From an optimization exercise on the open Yosys and OpenROAD flow, aimed at a short achievable clock period and few clock cycles; shortcuts taken in it are not production practice.
In this exercise RTL edits were held to simulation tests only and were not proved equivalent to the original.

==> inputs of umber <==
## rafb_top
module rafb_top (
    input  wire        clk,
    input  wire        rst,
    input  wire        cmd_valid,
    output wire        cmd_ready,
    input  wire [31:0] cmd_data,
    output wire        rsp_valid,
    input  wire        rsp_ready,
    output wire [7:0]  rsp_data,
    output wire        frm_valid,
    input  wire        frm_ready,
    output wire [7:0]  frm_data,
    output wire        frm_first,
    output wire [7:0]  frm_pages,
    output wire [7:0]  frm_width,
    output wire [7:0]  pos_x,
    output wire [7:0]  pos_y,
    output wire        dir,
    output wire [3:0]  step,
    output wire        mode,
    output wire        ind_manual,
    output wire        ind_auto,
    output wire        pos_changed,
    output reg         mem_en,
    output reg         mem_we,
    output reg  [9:0]  mem_addr,
    output reg  [7:0]  mem_wdata,
    input  wire [7:0]  mem_rdata
);
    localparam [7:0] OP_SETPX   = 8'h01, OP_GETPX  = 8'h02, OP_FILL    = 8'h03,
                     OP_DRAWSQ  = 8'h04, OP_ERASESQ = 8'h05, OP_DRAWX  = 8'h06,
                     OP_DRAWCH  = 8'h07, OP_DRAWSTR = 8'h08, OP_PRESENT = 8'h09,
                     OP_MVUP    = 8'h10, OP_MVDOWN = 8'h11, OP_MVLEFT  = 8'h12,
                     OP_MVRIGHT = 8'h13, OP_SETMODE = 8'h14, OP_TICK   = 8'h15,
                     OP_RENDER  = 8'h16, OP_CMD    = 8'h20, OP_RDREG   = 8'h30;
    localparam [3:0] S_IDLE = 4'd0,    
                     S_DEC  = 4'd1,    
                     S_DRAW = 4'd2,    
                     S_LD   = 4'd3,    
                     S_FRM  = 4'd4,    
                     S_GET  = 4'd5,    
  ...
Settings: LEC_CHECK=0, CAP_MARGIN=20, CORE_MARGIN=2, CORE_UTILIZATION=40, CTS_CLUSTER_DIAMETER=100, CTS_CLUSTER_SIZE=25, SLEW_MARGIN=20, TNS_END_PERCENT=20; clock period 9.0 ns.
standard.sh (not shown) runs the stock make flow with config.mk's settings and CLKGATE_MAP_FILE= SYNTH_SCRIPT=/design/flow/synth_recipe.tcl, a recipe that flattens the netlist after the stock synthesis.
==> flow/flow/run.sh <==
#!/bin/bash
set -euo pipefail
export SETUP_SLACK_MARGIN=6.4
export BUFFER_PORTS_ARGS="-buffer_cell sky130_fd_sc_hd__buf_4"
bash standard.sh > standard.log 2>&1
==> raven: changes against umber <==
--- a/flow/design.v
+++ b/flow/design.v
@@ -154,16 +154,22 @@
     reg        pm_twoh;
     reg [1:0]  q_n;
     reg [9:0]  q0_a, q1_a;
     reg [7:0]  q0_m, q1_m, q0_d, q1_d;
     reg        q0_ok, q1_ok;
     reg        lv;
     reg [9:0]  la;
     reg [7:0]  lm, ld;
+    reg [2:0]  rc_pg;
+    reg [127:0] rc_v;
+    reg [7:0]  rc_d [0:127];
+    reg        lhit;
+    reg [7:0]  lcd;
+    reg [9:0]  fr_ra;          
     reg [7:0]  rq;
     reg        p1_fr, p1_first, p1_last, p1_get, p1_k, p1_kv, p1_miss;
     reg        p2_fr, p2_first, p2_last, p2_get, p2_k, p2_kv, p2_miss;
     reg        p3_fr, p3_first, p3_last, p3_get, p3_k, p3_kv, p3_miss;
     reg [9:0]  p1_ma, p2_ma, p3_ma;       
     reg [7:0]  p1_mm, p2_mm, p3_mm;
     reg [7:0]  p1_md, p2_md, p3_md;
     reg        fr_act, fr_all;
@@ -182,16 +188,17 @@
     assign frm_valid = ov;
     assign frm_data  = od;
     assign frm_first = of;
     reg [31:0] w_q0, w_q1;     
     reg        w_wp, w_rp;
     reg [1:0]  w_n;
     reg [6:0]  w_left;         
     reg [7:0]  s_left;         
+    reg        s_one, s_none;  
     reg [1:0]  s_bi;           
     reg [7:0]  s_x;            
     reg [8:0]  s_y;
     reg        s_full;         
     reg        a_v;            
     reg [7:0]  a_ch;
     reg [6:0]  a_x;
     reg [5:0]  a_y;
@@ -210,34 +217,60 @@
     wire [24:0] g_gl_n  = g_gl >> 5;
     wire [7:0]  g_clo_n = g_clo << 1;
     wire [7:0]  g_chi_n = g_chi >> 1;
     wire [7:0]  g_pat_n = (g_kind == K_CH) ? {3'd0, g_gl_n[4:0]} : (g_clo_n | g_chi_n);
     wire [7:0]  g_msk_n = (g_kind == K_CH) ? 8'h1F : (g_clo_n | g_chi_n);
     wire [9:0]  g_col_n = g_col + 9'd1;
     wire       ret     = p3_miss;         
     wire [7:0] r_merge = (rq & ~p3_mm) | (p3_md & p3_mm);
+    wire [7:0] l_merge = (lcd & ~lm) | (ld & lm);
     wire       l_full  = (lm == 8'hFF);
     wire       l_go    = lv && !ret;
-    wire       l_wr    = l_go && l_full;
-    wire       l_rd    = l_go && !l_full;
+    wire       l_wr    = l_go && (lhit ? (l_merge != lcd) : l_full);
+    wire       l_rd    = l_go && !lhit && !l_full;
     wire       l_free  = !lv || l_go;
     wire       q_pop   = (q_n != 2'd0) && l_free;
     wire       g_to_l  = (q_n == 2'd0) && l_free && g_step;
     wire       q_push  = g_step && !g_to_l;
     wire       drained = !g_act && (q_n == 2'd0) && !lv &&
                          !p1_miss && !p2_miss && !p3_miss;
     wire fr_issue = fr_act && !fr_all && (fr_out < 3'd5);
     wire fr_pop   = ov && frm_ready;
     wire fr_adv   = !ov || frm_ready;    
     wire [7:0] fr_byte = p3_k ? {8{p3_kv}} : rq;
     wire fr_new   = fz && (fr_a[9:6] == fn_blk) && (fr_a[2:0] == fn_pg);
     wire fr_old   = fz && (fr_a[9:6] == fo_blk) && (fr_a[2:0] == fo_pg);
     wire fr_k     = fr_new || fr_old;
     wire get_issue = (state == S_DEC) && (op == OP_GETPX) && (fa < 8'd128) && (fb < 8'd64);
+    reg        cw_en;
+    reg [6:0]  cw_col;
+    reg [7:0]  cw_dat;
+    always @(*) begin
+        cw_en  = 1'b0;
+        cw_col = p3_ma[9:3];
+        cw_dat = r_merge;
+        if (ret) begin
+            cw_en  = (p3_ma[2:0] == rc_pg);
+        end else if (l_go && (lhit || l_full)) begin
+            cw_en  = lhit || (la[2:0] == rc_pg);
+            cw_col = la[9:3];
+            cw_dat = l_merge;
+        end else if (p3_fr) begin
+            cw_en  = (fr_ra[2:0] == rc_pg);
+            cw_col = fr_ra[9:3];
+            cw_dat = fr_byte;
+        end
+    end
+    wire [6:0] lk_qc   = q0_a[9:3];
+    wire [6:0] lk_gc   = g_opa[9:3];
+    wire       lk_qh   = (q0_a[2:0] == rc_pg) && ((cw_en && cw_col == lk_qc) || rc_v[lk_qc]);
+    wire       lk_gh   = (g_opa[2:0] == rc_pg) && ((cw_en && cw_col == lk_gc) || rc_v[lk_gc]);
+    wire [7:0] lk_qd   = (cw_en && cw_col == lk_qc) ? cw_dat : rc_d[lk_qc];
+    wire [7:0] lk_gd   = (cw_en && cw_col == lk_gc) ? cw_dat : rc_d[lk_gc];
     reg [7:0] reg_val;
     always @(*) begin
         case (fc)
             8'd0:  reg_val = px_r;
             8'd1:  reg_val = py_r;
             8'd2:  reg_val = prevx_r;
             8'd3:  reg_val = prevy_r;
             8'd4:  reg_val = {7'd0, dir_r};
@@ -307,27 +340,24 @@
     wire [7:0]  d_msk  = (op == OP_DRAWCH) ? 8'h1F : (op == OP_DRAWX) ? 8'h81 : 8'h01;
     wire [31:0] w_head  = w_rp ? w_q1 : w_q0;
     wire [7:0]  s_ch    = w_head[s_bi*8 +: 8];
     wire        s_wrapn = ({1'b0, s_x} + 9'd10 > 9'd128);
     wire [8:0]  s_yn    = s_wrapn ? s_y + 9'd5 : s_y;
     wire        s_wrap0 = ({1'b0, fa} + 9'd5 > 9'd128);
     wire [8:0]  s_y0    = s_wrap0 ? {1'b0, fb} + 9'd5 : {1'b0, fb};
     wire        a_to_q  = a_v && (c_n != 2'd2);
-    wire        s_go    = (w_n != 2'd0) && (s_left != 8'd0) && (!a_v || a_to_q);
-    wire        s_pop   = s_go && (s_bi == 2'd3 || s_left == 8'd1);
+    wire        s_go    = (w_n != 2'd0) && !s_none && (!a_v || a_to_q);
+    wire        s_pop   = s_go && (s_bi == 2'd3 || s_one);
     wire        c_push  = a_to_q;
     wire [24:0] s_gl    = glyph_of(a_ch);
     wire [15:0] c0_sd   = {11'd0, c0_gl[4:0]} << c0_y[2:0];
     wire [15:0] c0_sm   = 16'h001F << c0_y[2:0];
     wire        a_take  = (c_n != 2'd0) && g_free && (state == S_STR);
-    wire        w_open  = (state == S_STR) || (state == S_DEC);
-    wire        w_take  = rdy_r && cmd_valid && w_open;
-    wire [6:0]  d_nw    = fc[7:2] + {5'd0, fc[1:0] != 2'd0};
-    integer q;
+    wire        w_take  = rdy_r && cmd_valid && (state == S_STR);
     always @(posedge clk) begin
         rq <= mem_rdata;
         ex0 <= (px_r == prevx_r);
         exp <= (px_r + 8'd8 == prevx_r);
         exm <= (px_r - 8'd8 == prevx_r);
         ey0 <= (py_r == prevy_r);
         eyp <= (py_r + 8'd8 == prevy_r);
         eym <= (py_r - 8'd8 == prevy_r);
@@ -445,36 +475,40 @@
             end
         end
         q_n <= q_n + {1'b0, q_push} - {1'b0, q_pop};
         if (q_pop) begin
             lv   <= q0_ok;
             la   <= q0_a;
             lm   <= q0_m;
             ld   <= q0_d;
+            lhit <= lk_qh;
+            lcd  <= lk_qd;
         end else if (g_to_l) begin
             lv   <= g_ok;
             la   <= g_opa;
             lm   <= g_opm;
             ld   <= g_opd;
+            lhit <= lk_gh;
+            lcd  <= lk_gd;
         end else if (l_free) begin
             lv   <= 1'b0;
         end
         p1_fr    <= 1'b0;
         p1_get   <= 1'b0;
         p1_miss  <= 1'b0;
         p1_k     <= fr_k;
         p1_kv    <= fr_new;
         p1_first <= (fr_a == 10'd0);
         p1_last  <= (fr_a == 10'd1023);
         p1_ma    <= la;
         p1_mm    <= lm;
         p1_md    <= ld;
         mem_addr  <= ret ? p3_ma : (l_wr || l_rd) ? la : fr_issue ? fr_a : {fa[6:0], fb[5:3]};
-        mem_wdata <= ret ? r_merge : l_wr ? ld : {8{fr_new}};
+        mem_wdata <= ret ? r_merge : l_wr ? l_merge : {8{fr_new}};
         if (ret) begin
             mem_en    <= 1'b1;
             mem_we    <= 1'b1;
         end else if (l_wr) begin
             mem_en    <= 1'b1;
             mem_we    <= 1'b1;
         end else if (l_rd) begin
             mem_en    <= 1'b1;
@@ -507,16 +541,21 @@
         p3_last  <= p2_last;
         p3_get   <= p2_get;
         p3_k     <= p2_k;
         p3_kv    <= p2_kv;
         p3_miss  <= p2_miss;
         p3_ma    <= p2_ma;
         p3_mm    <= p2_mm;
         p3_md    <= p2_md;
+        if (cw_en) begin
+            rc_d[cw_col] <= cw_dat;
+            rc_v[cw_col] <= 1'b1;
+        end
+        if (p3_fr) fr_ra <= fr_ra + 10'd1;
         if (fr_issue) begin
             fr_a <= fr_a + 10'd1;
             if (fr_a == 10'd1023) fr_all <= 1'b1;
         end
         fr_out <= (ov && frm_ready) ? fr_out + {2'd0, fr_issue} - 3'd1
                                     : fr_out + {2'd0, fr_issue};
         if (fr_adv) begin
             if (f_n != 3'd0) begin
@@ -539,25 +578,27 @@
             f_l[f_wp] <= p3_last;
         end
         if (p3_fr && (!fr_adv || f_n != 3'd0))
             f_wp <= f_wp + 2'd1;
         if (fr_adv && f_n != 3'd0)
             f_rp <= f_rp + 2'd1;
         f_n <= fr_adv ? ((f_n != 3'd0) ? f_n - 3'd1 + {2'd0, p3_fr} : 3'd0)
                       : f_n + {2'd0, p3_fr};
-        if (w_open && rdy_r) begin
+        if (state == S_STR && rdy_r) begin
             if (w_wp) w_q1 <= cmd_data;
             else      w_q0 <= cmd_data;
         end
         if (w_take) w_wp <= !w_wp;
         if (s_pop)  w_rp <= !w_rp;
         w_n <= w_n + {1'b0, w_take} - {1'b0, s_pop};
         if (s_go) begin
             s_left <= s_left - 8'd1;
+            s_one  <= (s_left == 8'd2);
+            s_none <= s_one;
             s_bi   <= s_bi + 2'd1;
             if (s_pop) s_bi <= 2'd0;
             a_v <= !s_full;
             if (!s_full) begin
                 a_ch   <= s_ch;
                 a_x    <= s_x[6:0];
                 a_y    <= s_y[5:0];
                 s_x    <= s_wrapn ? 8'd0 : s_x + 8'd5;
@@ -584,17 +625,17 @@
                 c1_gl <= s_gl; c1_x <= a_x; c1_y <= a_y;
             end
         end
         c_n <= c_n + {1'b0, c_push} - {1'b0, a_take};
         case (state)
         S_IDLE: begin
             cmd_r <= cmd_data;
             if (cmd_valid) begin
-                rdy_r <= (cmd_data[31:24] == OP_DRAWSTR) && (cmd_data[7:0] != 8'd0);
+                rdy_r <= 1'b0;
                 state <= S_DEC;
             end
         end
         S_DEC: begin
             px_r    <= nx;
             py_r    <= ny;
             dir_r   <= ndir;
             step_r  <= nstep;
@@ -614,36 +655,43 @@
                     state <= S_GET;
                 end else begin
                     rsp_r   <= 8'd0;
                     rsp_v_r <= 1'b1;
                     state   <= S_RSP;
                 end
             end
             OP_DRAWSTR: if (fc != 8'd0) begin
-                w_left <= w_take ? d_nw - 7'd1 : d_nw;
-                rdy_r  <= !w_take || (d_nw != 7'd1);
+                if (s_y0[5:3] != rc_pg) begin
+                    rc_pg <= s_y0[5:3];
+                    rc_v  <= 128'd0;
+                end
+                w_left <= fc[7:2] + {5'd0, fc[1:0] != 2'd0};
                 s_left <= fc;
+                s_one  <= (fc == 8'd1);
+                s_none <= 1'b0;
                 s_bi   <= 2'd0;
                 s_x    <= s_wrap0 ? 8'd0 : fa;
                 s_y    <= s_y0;
                 s_full <= (s_y0 + 9'd5 > 9'd64);
                 state  <= S_STR;
             end
             OP_PRESENT: begin
                 fr_act <= 1'b1;
                 fr_all <= 1'b0;
                 fr_a   <= 10'd0;
+                fr_ra  <= 10'd0;
                 fz     <= 1'b0;
                 state  <= S_FRM; rdy_r <= 1'b0;
             end
             OP_RENDER: if (pc_r) begin
                 fr_act   <= 1'b1;
                 fr_all   <= 1'b0;
                 fr_a     <= 10'd0;
+                fr_ra    <= 10'd0;
                 fz       <= 1'b1;
                 fo_blk   <= prevx_r[6:3];
                 fo_pg    <= prevy_r[5:3];
                 fn_blk   <= px_r[6:3];
                 fn_pg    <= py_r[5:3];
                 prevx_r  <= px_r;
                 prevy_r  <= py_r;
                 pc_r     <= 1'b0;
@@ -677,17 +725,17 @@
             rsp_v_r <= 1'b0;
             rdy_r   <= 1'b1;
             state   <= S_IDLE;
         end
         S_STR: begin
             if (w_take) w_left <= w_left - 7'd1;
             rdy_r <= w_take ? (w_left != 7'd1) && (w_n == 2'd0)
                             : (w_left != 7'd0) && (w_n != 2'd2);
-            if (s_left == 8'd0 && !a_v && c_n == 2'd0 && drained) begin
+            if (s_none && !a_v && c_n == 2'd0 && drained) begin
                 rdy_r <= 1'b1;
                 state <= S_IDLE;
             end
         end
         default: state <= S_IDLE;
         endcase
         if (rst) begin
             state    <= S_IDLE;
@@ -724,13 +772,17 @@
             f_wp     <= 2'd0;
             f_rp     <= 2'd0;
             f_n      <= 3'd0;
             w_wp     <= 1'b0;
             w_rp     <= 1'b0;
             w_n      <= 2'd0;
             w_left   <= 7'd0;
             s_left   <= 8'd0;
+            s_none   <= 1'b1;
+            s_one    <= 1'b0;
             c_n      <= 2'd0;
             a_v      <= 1'b0;
+            rc_v     <= 128'd0;
+            rc_pg    <= 3'd0;
         end
     end
 endmodule
==> yarrow: changes against umber <==
--- a/flow/design.v
+++ b/flow/design.v
@@ -249,55 +249,62 @@
             8'd10: reg_val = 8'h08;
             default: reg_val = 8'h00;
         endcase
     end
     wire       up_ok    = !(py_r < 8'd16);
     wire       down_ok  = !(py_r > 8'd48);
     wire       left_ok  = !(px_r < 8'd16);
     wire       right_ok = !(px_r > 8'd104);
+    wire [7:0] iop = cmd_data[31:24];
+    wire [7:0] ifc = cmd_data[7:0];
+    wire       i_slow = (iop >= OP_SETPX && iop <= OP_PRESENT) || (iop == OP_RDREG) ||
+                        (iop == OP_RENDER && pc_r);
     reg        mxp, mxm, myp, mym;      
     reg        ndir, nmode;
     reg  [3:0] nstep;
     always @(*) begin
         mxp = 1'b0; mxm = 1'b0; myp = 1'b0; mym = 1'b0;
         ndir = dir_r; nmode = mode_r; nstep = step_r;
-        case (op)
+        case (iop)
             OP_MVUP:    mym = up_ok;
             OP_MVDOWN:  myp = down_ok;
             OP_MVLEFT:  mxm = left_ok;
             OP_MVRIGHT: mxp = right_ok;
-            OP_SETMODE: nmode = fc[0];
+            OP_SETMODE: nmode = ifc[0];
             OP_TICK: if (mode_r) begin
                 if (step_r < 4'd14) begin
                     if (!dir_r) mxp = right_ok;
                     else        mxm = left_ok;
                     nstep = step_r + 4'd1;
                 end else begin
                     ndir  = ~dir_r;
                     nstep = 4'd0;
                     myp   = down_ok;
                 end
             end
             OP_CMD: begin
-                case (fc)
+                case (ifc)
                 8'd0: begin nmode = 1'b0; mym = up_ok;    end
                 8'd1: begin nmode = 1'b0; mxm = left_ok;  end
                 8'd2: begin nmode = 1'b0; mxp = right_ok; end
                 8'd3: begin nmode = 1'b0; myp = down_ok;  end
                 8'd4: nmode = 1'b1;
                 default: ;
                 endcase
             end
             default: ;
         endcase
     end
-    wire [7:0] nx = mxp ? px_r + 8'd8 : mxm ? px_r - 8'd8 : px_r;
-    wire [7:0] ny = myp ? py_r + 8'd8 : mym ? py_r - 8'd8 : py_r;
-    reg        ex0, exp, exm, ey0, eyp, eym;
+    wire       ex0 = (px_r == prevx_r);
+    wire       exp = (px_r + 8'd8 == prevx_r);
+    wire       exm = (px_r - 8'd8 == prevx_r);
+    wire       ey0 = (py_r == prevy_r);
+    wire       eyp = (py_r + 8'd8 == prevy_r);
+    wire       eym = (py_r - 8'd8 == prevy_r);
     wire       n_same = (mxp ? exp : mxm ? exm : ex0) && (myp ? eyp : mym ? eym : ey0);
     wire        d_fill = (op == OP_FILL);
     wire        d_sq   = d_fill || (op == OP_DRAWSQ) || (op == OP_ERASESQ);
     wire [7:0]  d_x    = d_fill ? 8'd0 : fa;
     wire [7:0]  d_y    = d_fill ? 8'd0 : fb;
     wire [7:0]  d_s    = d_fill ? 8'd128 : fc;
     wire [8:0]  p_e    = {1'b0, pl_y} + {1'b0, pl_s} - 9'd1;
     wire [8:0]  p_xr   = 9'd127 - {1'b0, pl_x};
@@ -320,22 +327,16 @@
     wire [15:0] c0_sm   = 16'h001F << c0_y[2:0];
     wire        a_take  = (c_n != 2'd0) && g_free && (state == S_STR);
     wire        w_open  = (state == S_STR) || (state == S_DEC);
     wire        w_take  = rdy_r && cmd_valid && w_open;
     wire [6:0]  d_nw    = fc[7:2] + {5'd0, fc[1:0] != 2'd0};
     integer q;
     always @(posedge clk) begin
         rq <= mem_rdata;
-        ex0 <= (px_r == prevx_r);
-        exp <= (px_r + 8'd8 == prevx_r);
-        exm <= (px_r - 8'd8 == prevx_r);
-        ey0 <= (py_r == prevy_r);
-        eyp <= (py_r + 8'd8 == prevy_r);
-        eym <= (py_r - 8'd8 == prevy_r);
         pl_sq    <= d_sq;
         pl_ch    <= (op == OP_DRAWCH);
         pl_cx    <= (op == OP_DRAWX);
         pl_v     <= (op != OP_ERASESQ) && (!d_fill || fc[0]);
         pl_kind  <= d_kind;
         pl_x     <= d_x;
         pl_y     <= d_y;
         pl_s     <= d_s;
@@ -583,29 +584,30 @@
             end else begin
                 c1_gl <= s_gl; c1_x <= a_x; c1_y <= a_y;
             end
         end
         c_n <= c_n + {1'b0, c_push} - {1'b0, a_take};
         case (state)
         S_IDLE: begin
             cmd_r <= cmd_data;
-            if (cmd_valid) begin
-                rdy_r <= (cmd_data[31:24] == OP_DRAWSTR) && (cmd_data[7:0] != 8'd0);
+            if (cmd_valid && i_slow) begin
+                rdy_r <= (iop == OP_DRAWSTR) && (ifc != 8'd0);
                 state <= S_DEC;
+            end else if (cmd_valid) begin
+                px_r    <= mxp ? px_r + 8'd8 : mxm ? px_r - 8'd8 : px_r;
+                py_r    <= myp ? py_r + 8'd8 : mym ? py_r - 8'd8 : py_r;
+                dir_r   <= ndir;
+                step_r  <= nstep;
+                mode_r  <= nmode;
+                nmode_r <= ~nmode;
+                pc_r    <= !n_same;
             end
         end
         S_DEC: begin
-            px_r    <= nx;
-            py_r    <= ny;
-            dir_r   <= ndir;
-            step_r  <= nstep;
-            mode_r  <= nmode;
-            nmode_r <= ~nmode;
-            pc_r    <= !n_same;
             state   <= S_IDLE;
             rdy_r   <= 1'b1;
             case (op)
             OP_SETPX, OP_FILL, OP_DRAWSQ, OP_ERASESQ, OP_DRAWX, OP_DRAWCH: begin
                 state <= S_LD1; rdy_r <= 1'b0;
             end
             OP_GETPX: begin
                 get_bit <= fb[2:0];
==> impl_metrics.py <==
metrics = {
    "global_route": {
        "antenna_found_initial": 4,
    },
    "drt": {
        "wl_per_cell_um": 29.4,
    },
    "setup_path": {
        "crit_family": "compound AO/OA/AOI/OAI gates",
    },
    "cells_and_area": {
        "n_clock_buffer": 140,
    },
    "power_and_ir_drop": {
        "irDropWorstVdd_uv": 236,
        "comb_power_share": 0.364,
    },
    "die": {
        "fp.dieH_um": 487,
    },
    "run_status": {
        "status": "complete, no violations",
    },
    "placed_design": {
        "dp_hpwl_um": 189000,
    },
    "hold_path": {
        "hp-start": "p2_first",
    },
}
(the above is from raven)
==> impl_metrics.py <==
metrics = {
    "die": {
        "fp.dieH_um": 309,
    },
    "global_route": {
        "antenna_found_initial": 2,
    },
    "drt": {
        "wl_per_cell_um": 20.6,
    },
    "setup_path": {
        "crit_family": "flip-flops",
    },
    "placed_design": {
        "dp_hpwl_um": 66300,
    },
    "run_status": {
        "status": "complete, no violations",
    },
}
(the above is from umber)
==> impl_metrics.py <==
metrics = {
    "placed_design": {
        "dp_hpwl_um": 65800,
    },
    "run_status": {
        "status": "complete, no violations",
    },
    "power_and_ir_drop": {
        "comb_power_share": 0.146,
        "irDropWorstVdd_uv": 157,
    },
    "drt": {
        "wl_met1_um": 46200,
        "wl_per_cell_um": 20.4,
    },
    "hold_path": {
        "hp-start": "p2_mm[4]",
    },
    "die": {
        "fp.dieH_um": 309,
    },
    "global_route": {
        "use_met1": 0.296,
        "antenna_found_initial": 4,
    },
    "cells_and_area": {
        "n_clock_buffer": 66,
    },
    "setup_path": {
        "crit_family": "simple AND/OR/NAND/NOR gates",
    },
    "cts": {
        "clock_latency_ps": 630,
    },
}
(the above is from yarrow)
Testbench counts of umber, summed over its fixed seeds: cycles 282,568.
Testbench counts of raven, summed over its fixed seeds: cycles 258,399.
Testbench counts of yarrow, summed over its fixed seeds: cycles 281,980.

-- static timing again, ports no longer ideal --
The results above use ideal ports. As a check the final layouts listed here were re-extracted and re-timed, cells and wires unchanged. Step 1, drivers: a clkbuf_16 drives clk and a buf_2 each remaining input, both assumed. Step 2 also shifts input and output timing later by t, the mid clock arrival at the registers, as if the neighbouring blocks saw the same clock. Three values: ideal ports, drivers, drivers and shift; two values: the first two.
run | t, ns | setup WS [ns] | pins driven straight from the clock port
umber | 0.658 | 6.043 / 5.984 / 5.439 | 1
raven | 0.887 | 5.630 / 5.627 / 5.376 | 1
yarrow | 0.660 | 5.577 / 5.584 / 4.923 | 1
After both steps setup and hold are still met in every run listed. The setup slack of yarrow, which loses most, moves by +0.007 ns with the drivers and by -0.654 ns with both steps.
